This design comes from an exercise in tuning for small area on the open sky130 flow, not from production work.
Function was checked by simulation only, so behaviour that the tests miss may differ from the original.
Power and IR drop assume default switching activity.

## job 101
Design spinor_cmd, start of the top module:
module spinor_cmd (
    input  wire        clk,
    input  wire        rst_n,
    input  wire [1:0]  ev_kind,
    input  wire [1:0]  ev_wcode,
    input  wire [7:0]  ev_data,
    output wire        rx_valid,
    output reg  [7:0]  rx_data,
    output wire [3:0]  warn,
    output wire        sink_valid,
    output wire [24:0] sink_off,
    output wire [25:0] sink_len,
    output wire [2:0]  width_hint,
    output wire [24:0] mem_addr,
    input  wire [7:0]  mem_rdata,
    output reg         mem_we,
    output reg  [7:0]  mem_wdata,
    output reg         ers_valid,
    output wire [24:0] ers_base,
    output wire [25:0] ers_len
);
export LEC_CHECK = 0
export CAP_MARGIN = 20
export CORE_MARGIN = 2
export CORE_UTILIZATION = 40
export SLEW_MARGIN = 20
create_clock -name core_clock -period 10.0 [get_ports {clk}]
standard.sh (not shown) runs the stock make flow with config.mk's settings and CLKGATE_MAP_FILE= SYNTH_SCRIPT=/design/flow/synth_recipe.tcl, a recipe that flattens the netlist after the stock synthesis.
==> flow/flow/run.sh <==
#!/bin/bash
# Own layout flow:
#  1. the standard synthesis (standard.sh synth), unchanged;
#  2. the combinational logic between its registers re-mapped for area with
#     ABC (three rounds of four seeds, each round starting from the smallest
#     netlist so far; remap.abc with @SEED@ set); the
#     registers keep their instances, names and cell types, and the result is
#     proved equal to the standard netlist (if the proof fails the standard
#     netlist is kept);
#  3. the standard ORFS layout (standard.sh) with buf_1 port buffers, a tie
#     cell per eight loads instead of one per load, and a clock tree of
#     clkbuf_8 buffers without dummy loads.
# Each tool's full output goes to a log_*.txt file in the work folder.
set -uo pipefail
W=$(pwd)
F=$W/flow
R=$W/orfs/results/$FLOW_PLATFORM/spinor_cmd/base
YOSYS=$FLOW_HOME/../tools/install/yosys/bin/yosys
LIB=$FLOW_HOME/platforms/$FLOW_PLATFORM/lib/sky130_fd_sc_hd__tt_025C_1v80.lib

bash standard.sh synth > $W/log_1_synth.txt 2>&1 || { echo "standard synthesis failed"; exit 1; }
cp $R/1_2_yosys.v $W/synth_standard.v

subst() {  # template, output, input netlist, output netlist, abc script
  sed -e "s#@LIB@#$LIB#g" -e "s#@IN@#$3#g" -e "s#@OUT@#$4#g" \
      -e "s#@ABC@#$5#g" -e "s#@TOP@#$FLOW_TOP#g" "$1" > "$2"
}
area() { awk '/Chip area/ {print $NF}' "$1.stat" 2>/dev/null; }
# rounds of four seeds each, every round starting from the smallest netlist so far
best=$W/synth_standard.v; best_area=""
for round in 1 2 3; do
  for s in 0 1 2 3; do
    out=$W/synth_r${round}_s$s.v
    seed=$(( round * 4 + s ))
    sed "s/@SEED@/$seed/" $F/remap.abc > $W/remap_r${round}_s$s.abc
    subst $F/remap.ys $W/remap_r${round}_s$s.ys $best $out $W/remap_r${round}_s$s.abc
    $YOSYS -s $W/remap_r${round}_s$s.ys > $W/log_2_remap_r${round}_s$s.txt 2>&1 &
  done
  wait
  for s in 0 1 2 3; do
    out=$W/synth_r${round}_s$s.v; a=$(area $out)
    echo "remap round $round seed $s: area ${a:-failed}"
    if [[ -n "$a" ]] && { [[ -z "$best_area" ]] || awk "BEGIN{exit !($a < $best_area)}"; }; then best=$out; best_area=$a; fi
  done
done
if [[ -n "$best_area" ]]; then
  subst $F/equiv.ys $W/equiv.ys $W/synth_standard.v $best ""
  if $YOSYS -s $W/equiv.ys > $W/log_3_equiv.txt 2>&1; then
    echo "re-mapped netlist $(basename $best) (area $best_area) proved equal; using it"
    cp $best $R/1_2_yosys.v
    rm -f $R/1_synth.odb $R/1_synth.sdc
  else
    echo "equivalence not proved; keeping the standard netlist"
  fi
fi

export BUFFER_PORTS_ARGS="-buffer_cell sky130_fd_sc_hd__buf_1"
export SKIP_REPAIR_TIE_FANOUT=1
export POST_FLOORPLAN_TCL=$F/ties.tcl
export CTS_ARGS="-sink_clustering_enable -repair_clock_nets -dont_use_dummy_load -buf_list {sky130_fd_sc_hd__clkbuf_8}"
bash standard.sh > $W/log_4_layout.txt 2>&1 || { echo "layout failed"; tail -20 $W/log_4_layout.txt; exit 1; }
echo "layout done"
Other scripts of this flow, unchanged in this note and not shown: flow/flow/equiv.ys, flow/flow/remap.abc, flow/flow/remap.ys, flow/flow/ties.tcl
No stage failed in job 101, and the final checks on the layout all came back clean.
### job 101 -> job 102
diff --git a/flow/design.v b/flow/design.v
--- a/flow/design.v
+++ b/flow/design.v
@@ -1,15 +1,15 @@
 module spinor_cmd (
     input  wire        clk,
     input  wire        rst_n,
     input  wire [1:0]  ev_kind,
     input  wire [1:0]  ev_wcode,
     input  wire [7:0]  ev_data,
-    output wire        rx_valid,
+    output reg         rx_valid,
     output reg  [7:0]  rx_data,
     output wire [3:0]  warn,
     output wire        sink_valid,
     output wire [24:0] sink_off,
     output wire [25:0] sink_len,
     output wire [2:0]  width_hint,
     output wire [24:0] mem_addr,
     input  wire [7:0]  mem_rdata,
@@ -30,27 +30,21 @@
     reg [27:0] cur;            
     reg [16:0] dirty_pg;
     reg        dirty_v;
     reg        wel, rst_en, a4b, aai;
     reg [7:0]  ear, vcfg, evcfg;
     reg [15:0] nvcfg;
     reg [1:0]  lines_lg;
     reg        h2, h4;
-    reg  [3:0] res;
-    wire sv = res[3];
-    wire s8  = sv & ~res[0] & (res[1] == res[2]);
-    wire s12 = sv & res[0] & ~res[1];
-    wire s15 = sv & ~res[0] & res[1] & ~res[2];
-    wire s16 = sv & res[2] & ~res[1];
-    wire s25 = sv & res[0] & res[1];
-    assign rx_valid = ~sv & res[0];
-    assign warn = {res[2] & res[1], s15, ~sv & res[2] & ~res[1], ~sv & res[1] & ~res[2]};
+    reg        s8, s12, s15, s16, s25;    
+    reg        w0, w1, w3;
+    assign warn = {w3, s15, w1, w0};    
     assign width_hint = {h4, h2, ~(h4 | h2)};
-    assign sink_valid = sv;
+    assign sink_valid = s8 | s12 | s15 | s16 | s25;
     assign sink_len   = {s25, 8'd0, s16, s15, 2'd0, s12, 3'd0, s8, 8'd0};
     assign sink_off   = {pbuf[24:16], pbuf[15] & ~s16, pbuf[14:12] & ~{3{s15 | s16}},
                          pbuf[11:8] & {4{s8}}, 8'd0};
     assign mem_addr   = cur[27:3];
     wire xfer = rst_n & (ev_kind == 2'd1);
     wire sel  = rst_n & (ev_kind == 2'd2);
     wire bw   = rst_n & (ev_kind == 2'd3) & (ev_data[1:0] != 2'd3);
     wire [7:0] op = ev_data;
@@ -301,45 +295,45 @@
         case (st)
             S_IDLE: n_rxd = {k_cls, k_need};
             S_COLL: n_rxd = (xfer && last && cls == C_DRD) ? {4'd0, vcfg[7:4]} : rx_dec;
             S_STRM: n_rxd = resp;
             S_READ, S_PROG: n_rxd = fold;
             default: n_rxd = (bw && ev_data[1:0] != lines_lg) ? {2'b00, resc} : rx_dec;
         endcase
     end
-    wire [3:0] n_res = {n_s8 | n_s12 | n_s15 | n_s16 | n_s25,
-                        n_warn[1] | n_warn[3] | n_s16,
-                        n_warn[0] | n_warn[3] | n_s15 | n_s25,
-                        n_rxv | n_s12 | n_s25};
     assign ers_len  = {e_bulk, 8'd0, n_s16, n_s15, 2'd0, n_s12, 12'd0};
     assign ers_base = e_bulk ? 25'd0 :
                       {tgt[24:16], tgt[15] & ~n_s16, tgt[14:12] & ~{3{n_s15 | n_s16}}, 12'd0};
     always @(posedge clk) begin
         if (!rst_n) begin
             st <= S_IDLE;
             dirty_v <= 1'b0;
             wel <= 1'b0; rst_en <= 1'b0; aai <= 1'b0;
             nvcfg <= 16'h8FFF;
             vcfg  <= 8'h8B;
             evcfg <= 8'hDF;
             a4b   <= 1'b0;
             ear   <= 8'h00;
             lines_lg <= 2'd0;
             h2 <= 1'b0; h4 <= 1'b0;
-            res <= 4'd0;
+            rx_valid <= 1'b0;
+            w0 <= 1'b0; w1 <= 1'b0; w3 <= 1'b0;
+            s8 <= 1'b0; s12 <= 1'b0; s15 <= 1'b0; s16 <= 1'b0; s25 <= 1'b0;
         end else begin
             st <= n_st;
             dirty_v <= n_dirty_v;
             wel <= n_wel; rst_en <= n_rst_en; aai <= n_aai;
             nvcfg <= n_nvcfg; vcfg <= n_vcfg; evcfg <= n_evcfg;
             a4b <= n_a4b; ear <= n_ear;
             lines_lg <= n_lines;
             h2 <= n_h2; h4 <= n_h4;
-            res <= n_res;
+            rx_valid <= n_rxv;
+            w0 <= n_warn[0]; w1 <= n_warn[1]; w3 <= n_warn[3];
+            s8 <= n_s8; s12 <= n_s12; s15 <= n_s15; s16 <= n_s16; s25 <= n_s25;
         end
     end
     always @(posedge clk) begin
         pbuf[24:8] <= ({17{p_shift}} & pbuf[16:0]) | ({17{p_flush}} & dirty_pg) |
                       ({17{~(p_shift | p_idle | p_flush)}} & pbuf[24:8]);
         pbuf[7:4]  <= ({4{p_shift}} & ev_data[7:4]) | ({4{~(p_shift | p_idle)}} & pbuf[7:4]);
         pbuf[3:0]  <= ({4{p_shift}} & ev_data[3:0]) | ({4{p_idle}} & p_code) |
                       ({4{p_strm}} & r_next) | ({4{~(p_shift | p_idle | p_strm)}} & pbuf[3:0]);
==> comparison <==
Run comparison: job 102 end point of the critical path ers_base[15]; job 101 end point of the critical path cur[27]$_DFF_P_
Delta (job 102 minus job 101): number of flip-flops and latches moved up, number of global-route vias before repair rose by about 1.3%, number of cells traversed by the worst register-to-register path shows an increase of 5.
Compared with job 101, job 102 shows cell count that has gone down slightly.
Per the comparison of job 102 with job 101, fraction of standard cell area that is sequential has increased; first-pass GRT wire length has increased; placed cell count has decreased.
Compared with job 101, in job 102 part of the total power dissipated in combinational logic increased by 7.4 points relative to the old numbers; non-clock buffer count closely matched the old numbers; aggregate routed wire length increased by 4.7% relative to the old numbers.
Power consumed by combinational cells grows by more than half when moving from job 101 to job 102.
From job 101 to job 102 the numbers moved as follows: final antenna-violating net count did not really move; mean number of vias per cell went down; final period demand of the worst path went up.

port drivers added, routing unchanged:
The results above use ideal ports. As a check the final layouts listed here were re-extracted and re-timed, cells and wires unchanged. Step 1 (the two cells are an assumption about what drives the block):
set clk [get_ports {clk}]
set_driving_cell -lib_cell sky130_fd_sc_hd__clkbuf_16 $clk
set_driving_cell -lib_cell sky130_fd_sc_hd__buf_2 [delete_from_list [all_inputs] $clk]
Step 2, shift: input delay + t, output delay - t, t = (earliest + latest rising clock arrival at the registers) / 2. This alone moves slack from input paths to output paths. Three values: ideal, step 1, step 2; two values: the first two.
run	shift t [ns]	slack for setup (ns)	worst setup path at the end	latest minus earliest clock arrival (ns)	cell pins on the clock port's net
job 101	0.479	2.291 / 2.300 / 1.822	input to register	0.035 / 0.035	1
job 102	0.489	2.168 / 2.144 / 2.098	input to register	0.036 / 0.036	1
After both steps every run listed still meets setup and hold. For job 101, which loses most, drivers alone change the setup slack by +0.009 ns; drivers and shift together by -0.469 ns.
